Source: an optimization exercise on an open RTL-to-GDS flow (aim: small area, a short achievable clock period and few clock cycles per item). Production flows keep margins and buffers that such runs may drop. Only simulation tests tie the RTL to the original design; equivalence was not proved. Power figures rest on the tool's default switching activity, not on a simulated workload.

==> job 8017 <==
==> flow/design.v <==
module ppsb_nstep #(parameter K = 4) (
    input  wire [4:0]   p_in,
    input  wire [K-1:0] bits,
    input  wire [5:0]   s,
    output reg  [4:0]   p_out,
    output reg  [K-1:0] q
);
    integer i, j, d;
    reg [5:0] x, g, pr, gg, pp, gn, pn, bw;
    reg ge;
    always @(*) begin
        p_out = p_in;
        for (i = K - 1; i >= 0; i = i - 1) begin
            x  = {p_out, bits[i]};
            g  = ~x & s;           
            pr = ~(x ^ s);         
            gg = g;
            pp = pr;
            for (d = 1; d < 6; d = d * 2) begin
                gn = gg;
                pn = pp;
                for (j = d; j < 6; j = j + 1) begin
                    gn[j] = gg[j] | (pp[j] & gg[j-d]);
                    pn[j] = pp[j] & pp[j-d];
                end
                gg = gn;
                pp = pn;
            end
            bw = {gg[4:0], 1'b0};
            ge = ~gg[5];
            q[i] = ge;
            for (j = 0; j < 5; j = j + 1)
                p_out[j] = x[j] ^ (ge & (s[j] ^ bw[j]));
        end
    end
endmodule
module ppsb_lzc (
    input  wire [31:0] x,
    output wire [5:0]  n
);
    wire [1:0] l0 [0:15];
    wire [2:0] l1 [0:7];
    wire [3:0] l2 [0:3];
    wire [4:0] l3 [0:1];
    genvar i;
    generate
        for (i = 0; i < 16; i = i + 1) begin : g0
            wire h = x[2*i+1], l = x[2*i];
            assign l0[i] = h ? 2'd0 : (l ? 2'd1 : 2'd2);
        end
        for (i = 0; i < 8; i = i + 1) begin : g1
            wire [1:0] h = l0[2*i+1], l = l0[2*i];
            assign l1[i] = h[1] ? {l[1], ~l[1], l[0]} : {1'b0, h};
        end
        for (i = 0; i < 4; i = i + 1) begin : g2
            wire [2:0] h = l1[2*i+1], l = l1[2*i];
            assign l2[i] = h[2] ? {l[2], ~l[2], l[1:0]} : {1'b0, h};
        end
        for (i = 0; i < 2; i = i + 1) begin : g3
            wire [3:0] h = l2[2*i+1], l = l2[2*i];
            assign l3[i] = h[3] ? {l[3], ~l[3], l[2:0]} : {1'b0, h};
        end
    endgenerate
    wire [4:0] h3 = l3[1], lo3 = l3[0];
    assign n = h3[4] ? {lo3[4], ~lo3[4], lo3[3:0]} : {1'b0, h3};
endmodule
module ppsb_engine (
    input  wire        clk,
    input  wire        rst,           
    input  wire        start,         
    input  wire [7:0]  op,            
    input  wire [31:0] opa,
    input  wire [31:0] opb,
    input  wire [31:0] clk_pwm,       
    input  wire [1:0]  pwm_corr,      
    input  wire        pwm_odd,       
    output reg         busy,
    output reg         done,          
    output reg  [1:0]  err_code,      
    output reg  [31:0] res0,
    output reg  [31:0] res1,
    output reg  [1:0]  psc,           
    output reg  [4:0]  scalar,        
    output reg  [10:0] bound,         
    output reg  [10:0] duty,
    output wire [31:0] ratio,
    output wire [31:0] resid,
    output reg         fallback
);
    localparam [3:0] S_IDLE  = 4'd0,
                     S_SETUP = 4'd1,
                     S_DIV   = 4'd2,
                     S_MUL   = 4'd3,
                     S_CORR  = 4'd4,
                     S_BOOST = 4'd5,
                     S_SCAN  = 4'd6,
                     S_DMUL  = 4'd7,
                     S_DDIV  = 4'd8,
                     S_FIX   = 4'd9,
                     S_ALIGN = 4'd10;
    reg [3:0]  st;
    reg        c_pwm, c_pwmd;
    reg [1:0]  c_corr;
    reg        c_odd;
    reg [6:0]  c_pct;
    reg [32:0] wn;       
    reg [31:0] wd;       
    reg [31:0] wq;       
    reg [4:0]  cnt;
    reg [4:0]  k_r;      
    reg        nltd_r, dz_r;
    reg [5:0]  s_iss;
    reg        dfirst;
    reg [25:0] ratio_r;  
    reg [4:0]  best;     
    assign ratio = {6'd0, ratio_r};
    assign resid = {{27{fallback}}, best | {5{fallback}}};
    wire i_nop  = (op == 8'h00);
    wire i_div  = (op[7:3] == 5'd0) && (op[2:0] != 3'd0) && (op[2:0] <= 3'd4);
    wire i_mul  = (op[7:1] == 7'b0000100);
    wire i_pwm  = (op[7:1] == 7'b0001000);
    reg  [31:0] i_dmask;
    always @(*) begin
        case (op[1:0])
            2'd1:    i_dmask = 32'h0000_00FF;
            2'd2:    i_dmask = 32'h0000_FFFF;
            2'd3:    i_dmask = 32'h00FF_FFFF;
            default: i_dmask = 32'hFFFF_FFFF;
        endcase
    end
    wire [31:0] i_mmask = op[0] ? 32'h0000_FFFF : 32'h0000_00FF;
    wire [31:0] i_tdef  = (clk_pwm[31:4] == 28'd0) ? 32'd1 : {4'd0, clk_pwm[31:4]};
    wire [31:0] i_teff  = (opa == 32'd0) ? i_tdef : opa;
    wire        neg      = wn[32];
    reg         m_div, m_mul, m_inc, m_fix;    
    reg         m_scan, m_ddiv, m_dmul;
    wire        b_en     = m_div | (m_mul & wq[0]) | (m_dmul & c_pct[0]) | (m_fix & neg);
    wire        b_inv    = m_div & ~neg;
    wire [32:0] add_b    = ({1'b0, wd} & {33{b_en}}) ^ {33{b_inv}};
    wire        add_cin  = b_inv | m_inc;
    wire [34:0] sum2     = {1'b0, wn, 1'b1} + {1'b0, add_b, add_cin};
    wire [32:0] sum      = sum2[33:1];
    wire        qbit     = ~sum[32];
    wire [31:0] qfin     = {wq[30:0], qbit};
    wire        div_last = (cnt == 5'd0);
    reg  [31:0] corrq;
    always @(*) begin
        case (c_corr)
            2'd0:    corrq = qfin;
            2'd1:    corrq = {qfin[30:0], 1'b0};
            default: corrq = {1'b0, qfin[31:1]};
        endcase
    end
    wire [5:0] lzn, lzd;
    ppsb_lzc u_lzn (.x(wn[31:0]), .n(lzn));
    ppsb_lzc u_lzd (.x(wd), .n(lzd));
    wire [6:0]  kdiff = {1'b0, lzd} - {1'b0, lzn};
    wire        nltd  = kdiff[6];             
    wire        dzero = lzd[5];
    wire [31:0] wd_al = wd << k_r;
    reg  [1:0]  bst;
    reg  [25:0] rb;
    always @(*) begin
        if (wn[31:0] <= 32'd65504)                 begin bst = 2'd0; rb = wn[25:0]; end
        else if (wn[31:2] <= 30'd65504)      begin bst = 2'd1; rb = {2'd0, wn[25:2]}; end
        else if (wn[31:4] <= 28'd65504)      begin bst = 2'd2; rb = {4'd0, wn[25:4]}; end
        else                                 begin bst = 2'd3; rb = wn[31:6]; end
    end
    wire rb_none = (wn[31:22] != 10'd0) || (wn[31:0] == 32'd0);
    wire [15:0] dsrc   = wq[17:2];
    wire        iss_v  = (m_ddiv & dfirst) | (m_scan & (s_iss <= 6'd32));
    wire [5:0]  iss_s  = s_iss;
    reg         v1, v2, v3, v4, v5;
    reg  [5:0]  s1, s2, s3, s4, s5;
    reg  [4:0]  p1, p2, p3, p4, p5;
    reg  [1:0]  q1;
    reg  [3:0]  q2;
    reg  [5:0]  q3;
    reg  [7:0]  q4;
    reg  [9:0]  q5;
    wire [4:0] pa, pb, pc, pd, pe, pf;
    wire [1:0] qa, qb, qc, qd, qe;
    wire       qf;
    ppsb_nstep #(.K(2)) u_sa (.p_in(dsrc[15:11]), .bits(dsrc[10:9]), .s(iss_s), .p_out(pa), .q(qa));
    ppsb_nstep #(.K(2)) u_sb (.p_in(p1), .bits(dsrc[8:7]), .s(s1), .p_out(pb), .q(qb));
    ppsb_nstep #(.K(2)) u_sc (.p_in(p2), .bits(dsrc[6:5]), .s(s2), .p_out(pc), .q(qc));
    ppsb_nstep #(.K(2)) u_sd (.p_in(p3), .bits(dsrc[4:3]), .s(s3), .p_out(pd), .q(qd));
    ppsb_nstep #(.K(2)) u_se (.p_in(p4), .bits(dsrc[2:1]), .s(s4), .p_out(pe), .q(qe));
    ppsb_nstep #(.K(1)) u_sf (.p_in(p5), .bits(dsrc[0]),   .s(s5), .p_out(pf), .q(qf));
    wire [10:0] qo     = {q5, qf};
    wire        c_ok   = v5 && (qo != 11'd0) && (!c_odd || qf);
    wire        c_acc  = c_ok && (fallback || (pf < best));
    wire        c_zero = c_ok && (pf == 5'd0);
    wire        c_end  = c_zero || (v5 && (s5 == 6'd32));
    wire [10:0] duty_c = (qo > bound) ? bound : qo;
    always @(posedge clk) begin
        s1 <= iss_s;  p1 <= pa;  q1 <= qa;
        s2 <= s1;     p2 <= pb;  q2 <= {q1, qb};
        s3 <= s2;     p3 <= pc;  q3 <= {q2, qc};
        s4 <= s3;     p4 <= pd;  q4 <= {q3, qd};
        s5 <= s4;     p5 <= pe;  q5 <= {q4, qe};
        case (st)
            S_IDLE: begin
                c_pwm  <= i_pwm;
                c_pwmd <= op[0];
                c_corr <= pwm_corr;
                c_odd  <= pwm_odd;
                c_pct  <= (opb[7:0] > 8'd100) ? 7'd100 : opb[6:0];
                wn <= {1'b0, i_pwm ? clk_pwm : (i_mul ? 32'd0 : (opa & i_dmask))};
                wd <= i_pwm ? i_teff : (i_mul ? (opa & i_mmask) : (opb & i_dmask));
                wq <= opb & i_mmask;
            end
            S_SETUP: begin
                k_r    <= kdiff[4:0];
                nltd_r <= nltd;
                dz_r   <= dzero;
            end
            S_ALIGN: begin
                wq  <= 32'd0;
                cnt <= k_r;
                wd  <= wd_al;
                if (nltd_r)
                    wn <= 33'd0;    
            end
            S_DIV: begin
                wn  <= (div_last && c_pwm) ? {1'b0, corrq} : sum;
                wq  <= qfin;
                if (!div_last)
                    wd <= {1'b0, wd[31:1]};
                cnt <= cnt - 5'd1;
            end
            S_MUL: begin
                wn <= sum;
                wd <= {wd[30:0], 1'b0};
                wq <= {1'b0, wq[31:1]};
            end
            S_DMUL: begin
                wn     <= sum;
                wd     <= {wd[30:0], 1'b0};
                c_pct  <= {1'b0, c_pct[6:1]};
                dfirst <= 1'b1;
                s_iss  <= 6'd25;
                if (c_pct[6:1] == 6'd0)
                    wq <= sum[31:0];
            end
            S_CORR: begin
                wn <= sum;
            end
            S_BOOST: begin
                wq    <= {14'd0, rb[15:0], 2'b00};
                wn    <= 33'd50;
                wd    <= 32'd2047;
                s_iss <= {1'b0, rb[15:11]} + 6'd1;
            end
            S_SCAN: begin
                s_iss <= s_iss + 6'd1;
                if (c_acc)
                    wd[10:0] <= qo;
            end
            S_DDIV: begin
                dfirst <= 1'b0;
            end
            default: ;
        endcase
    end
    task automatic go(input [3:0] nx);
        begin
            st    <= nx;
            m_div <= (nx == S_DIV);
            m_mul <= (nx == S_MUL);
            m_dmul <= (nx == S_DMUL);
            m_inc <= (nx == S_CORR);
            m_fix <= (nx == S_FIX);
            m_scan <= (nx == S_SCAN);
            m_ddiv <= (nx == S_DDIV);
        end
    endtask
    task automatic finish(input [1:0] code);
        begin
            go(S_IDLE);
            done     <= 1'b1;
            busy     <= 1'b0;
            err_code <= code;
        end
    endtask
    always @(posedge clk) begin
        if (rst) begin
            go(S_IDLE);
            busy     <= 1'b0;
            done     <= 1'b0;
            err_code <= 2'd0;
            res0     <= 32'd0;
            res1     <= 32'd0;
            psc      <= 2'd0;
            scalar   <= 5'd0;
            bound    <= 11'd0;
            duty     <= 11'd0;
            ratio_r  <= 26'd0;
            best     <= 5'd0;
            fallback <= 1'b0;
            v1 <= 1'b0; v2 <= 1'b0; v3 <= 1'b0; v4 <= 1'b0; v5 <= 1'b0;
        end else begin
            done <= 1'b0;
            v1 <= iss_v;
            v2 <= v1;
            v3 <= v2;
            v4 <= v3;
            v5 <= v4;
            case (st)
                S_IDLE: begin
                    if (start) begin
                        if (i_nop) begin
                            done     <= 1'b1;
                            err_code <= 2'd0;
                        end else if (!(i_div || i_mul || i_pwm)) begin
                            done     <= 1'b1;
                            err_code <= 2'd1;
                        end else begin
                            busy <= 1'b1;
                            go(i_mul ? S_MUL : S_SETUP);
                        end
                    end
                end
                S_SETUP: begin
                    go(S_ALIGN);
                end
                S_ALIGN: begin
                    if (!c_pwm && dz_r) begin
                        finish(2'd2);
                    end else if (nltd_r) begin
                        if (c_pwm) begin
                            go((c_corr == 2'd3) ? S_CORR : S_BOOST);
                        end else begin
                            res0 <= 32'd0;
                            res1 <= wn[31:0];
                            finish(2'd0);
                        end
                    end else begin
                        go(S_DIV);
                    end
                end
                S_DIV: begin
                    if (div_last) begin
                        if (c_pwm) begin
                            go((c_corr == 2'd3) ? S_CORR : S_BOOST);
                        end else begin
                            res0 <= qfin;
                            go(S_FIX);
                        end
                    end
                end
                S_FIX: begin
                    res1 <= sum[31:0];
                    finish(2'd0);
                end
                S_MUL: begin
                    if (wq[31:1] == 31'd0) begin
                        res0 <= sum[31:0];
                        res1 <= 32'd0;
                        finish(2'd0);
                    end
                end
                S_DMUL: begin
                    if (c_pct[6:1] == 6'd0)
                        go(S_DDIV);
                end
                S_CORR: begin
                    go(S_BOOST);
                end
                S_BOOST: begin
                    ratio_r  <= rb;
                    psc      <= bst;
                    scalar   <= 5'd31;
                    bound    <= 11'd2046;
                    fallback <= 1'b1;
                    if (rb_none) begin
                        if (c_pwmd)
                            go(S_DMUL);
                        else
                            finish(2'd0);
                    end else begin
                        go(S_SCAN);
                    end
                end
                S_SCAN: begin
                    if (c_acc) begin
                        best     <= pf;
                        scalar   <= s5[4:0] - 5'd1;
                        bound    <= qo - 11'd1;
                        fallback <= 1'b0;
                    end
                    if (c_end) begin
                        v1 <= 1'b0; v2 <= 1'b0; v3 <= 1'b0; v4 <= 1'b0; v5 <= 1'b0;
                        if (c_pwmd)
                            go(S_DMUL);
                        else
                            finish(2'd0);
                    end
                end
                S_DDIV: begin
                    if (v5) begin
                        duty <= duty_c;
                        finish(2'd0);
                    end
                end
                default: go(S_IDLE);
            endcase
        end
    end
endmodule
==> flow/run.sh <==
#!/bin/bash
# synth_recipe.tcl (not shown) runs the flow's synth.tcl, then flattens the netlist and writes it again
# the make line also repeats each setting of config.mk as NAME=value (left out here)
make -C /OpenROAD-flow-scripts/flow DESIGN_CONFIG=/design/flow/config.mk WORK_HOME=/design/flow/orfs CLKGATE_MAP_FILE= SYNTH_SCRIPT=/design/flow/synth_recipe.tcl finish
==> flow/config.mk <==
export PLATFORM = sky130hd
export DESIGN_NAME = ppsb_engine
export DESIGN_NICKNAME = ppsb_engine
export VERILOG_FILES = /design/flow/design.v
export SDC_FILE = /design/flow/constraint.sdc
export NUM_CORES = 4
export LEC_CHECK = 0
export CAP_MARGIN = 20
export CORE_MARGIN = 2
export CORE_UTILIZATION = 30
export SETUP_SLACK_MARGIN = 2.2
export SLEW_MARGIN = 20
==> flow/constraint.sdc <==
create_clock -name core_clock -period 6.0 [get_ports {clk}]
set_input_delay 1.2000 -clock core_clock [delete_from_list [all_inputs] [get_ports {clk}]]
set_output_delay 1.2000 -clock core_clock [all_outputs]
set_load 0.01 [all_outputs]
==> job 8619 (differences from job 8017) <==
--- a/flow/design.v
+++ b/flow/design.v
@@ -113,2 +113,3 @@
     reg        dfirst;
+    reg        mlast;    
     reg [25:0] ratio_r;  
@@ -211,2 +212,3 @@
                 wq <= opb & i_mmask;
+                mlast <= ((opb[15:1] & i_mmask[15:1]) == 15'd0);
             end
@@ -232,5 +234,6 @@
             S_MUL: begin
-                wn <= sum;
-                wd <= {wd[30:0], 1'b0};
-                wq <= {1'b0, wq[31:1]};
+                wn    <= sum;
+                wd    <= {wd[30:0], 1'b0};
+                wq    <= {1'b0, wq[31:1]};
+                mlast <= (wq[15:2] == 14'd0);
             end
@@ -346,3 +349,2 @@
                         end else begin
-                            res0 <= qfin;
                             go(S_FIX);
@@ -352,2 +354,3 @@
                 S_FIX: begin
+                    res0 <= wq;
                     res1 <= sum[31:0];
@@ -356,3 +359,3 @@
                 S_MUL: begin
-                    if (wq[31:1] == 31'd0) begin
+                    if (mlast) begin
                         res0 <= sum[31:0];
CTS_CLUSTER_DIAMETER = 80   (was unset)
CTS_CLUSTER_SIZE = 20   (was unset)
==> comparison table <==
                                                                                     job 8017                   job 8619
Seq cells                                                                                 358                        359
Final design utilization                                                                38.0%                      39.2%
Met3 Usage GRT                                                                          6.58%                      4.67%
Routed wire per std cell                                                              25.9 µm                    25.6 µm
Post-Synthesis Mean Instance Area                                                    8.50 µm²                   8.35 µm²
Cell internal pwr                                                                     5.32 mW                    4.66 mW
Power Dens Cells                                                                   266 nW/µm²                 229 nW/µm²
Via Count                                                                               25000                      25700
Slack of the worst reg-to-reg path                                                    2170 ps                    2020 ps
Post-CTS setup repair buffer count                                                         21                         59
Final non-clock buffer share                                                            11.4%                      13.3%
Share of final layout cell area taken by clock buffers and inverters                    4.82%                      3.15%
Length of routed met3 wiring                                                         13500 µm                   11900 µm
Leak Pwr                                                                              12.0 nW                    12.4 nW
Final Net Count                                                                          3331                       3466
Crit path depth                                                                             8                         15
Simple-Gate Fraction of Synth Area                                                      16.4%                      17.3%
Switching pwr                                                                         2.96 mW                    2.70 mW
Synth unique cells                                                                        105                         89
Total detailed-routing wirelength                                                   109000 µm                  111000 µm
Outcome                                                      no timing/DRC/antenna violations  no timing/DRC/antenna violations
Complex-gate fraction of the synthesized area                                           24.4%                      24.7%
Area share of xor/xnor cells in the synthesized design                                  6.18%                      6.11%
Buffers outside the clock class                                                           376                        470
CP max-delay cell                                                     sky130_fd_sc_hd__nor2_4  sky130_fd_sc_hd__edfxtp_1
Slowest stage delay, CP                                                                880 ps                     480 ps
Die Area                                                                            85000 µm²                  85200 µm²
Testbench counts of job 8017, summed over its fixed seeds: cycles 19,104, items 960.
Testbench counts of job 8619, summed over its fixed seeds: cycles 19,104, items 960.

==> re-timing with driven ports <==
In the flow no input, the clock included, has a driving cell. The finished layouts below were timed again as built, in two steps. Step 1 assumes that a clkbuf_16 drives the clock port and a buf_2 every other input. Step 2 moves the port delays by t, midway between the first and last clock arrival at a register: inputs arrive t later, outputs are due t later. That takes back most of the time a late clock gives input paths. Slacks: ideal / step 1 / step 2; pairs: ideal / step 1.
run | t, ns | setup slack, ns | worst register clock-pin slew, ns | worst data-port slew with drivers (ns)
job 8017 | 0.651 | 2.172 / 2.172 / 1.687 | 0.07 / 0.07 | 0.05
job 8619 | 0.674 | 2.023 / 2.023 / 1.670 | 0.09 / 0.09 | 0.09
After both steps every run listed still meets setup and hold. For job 8017, which loses most, drivers alone change the setup slack by 0.000 ns; drivers and shift together by -0.485 ns.
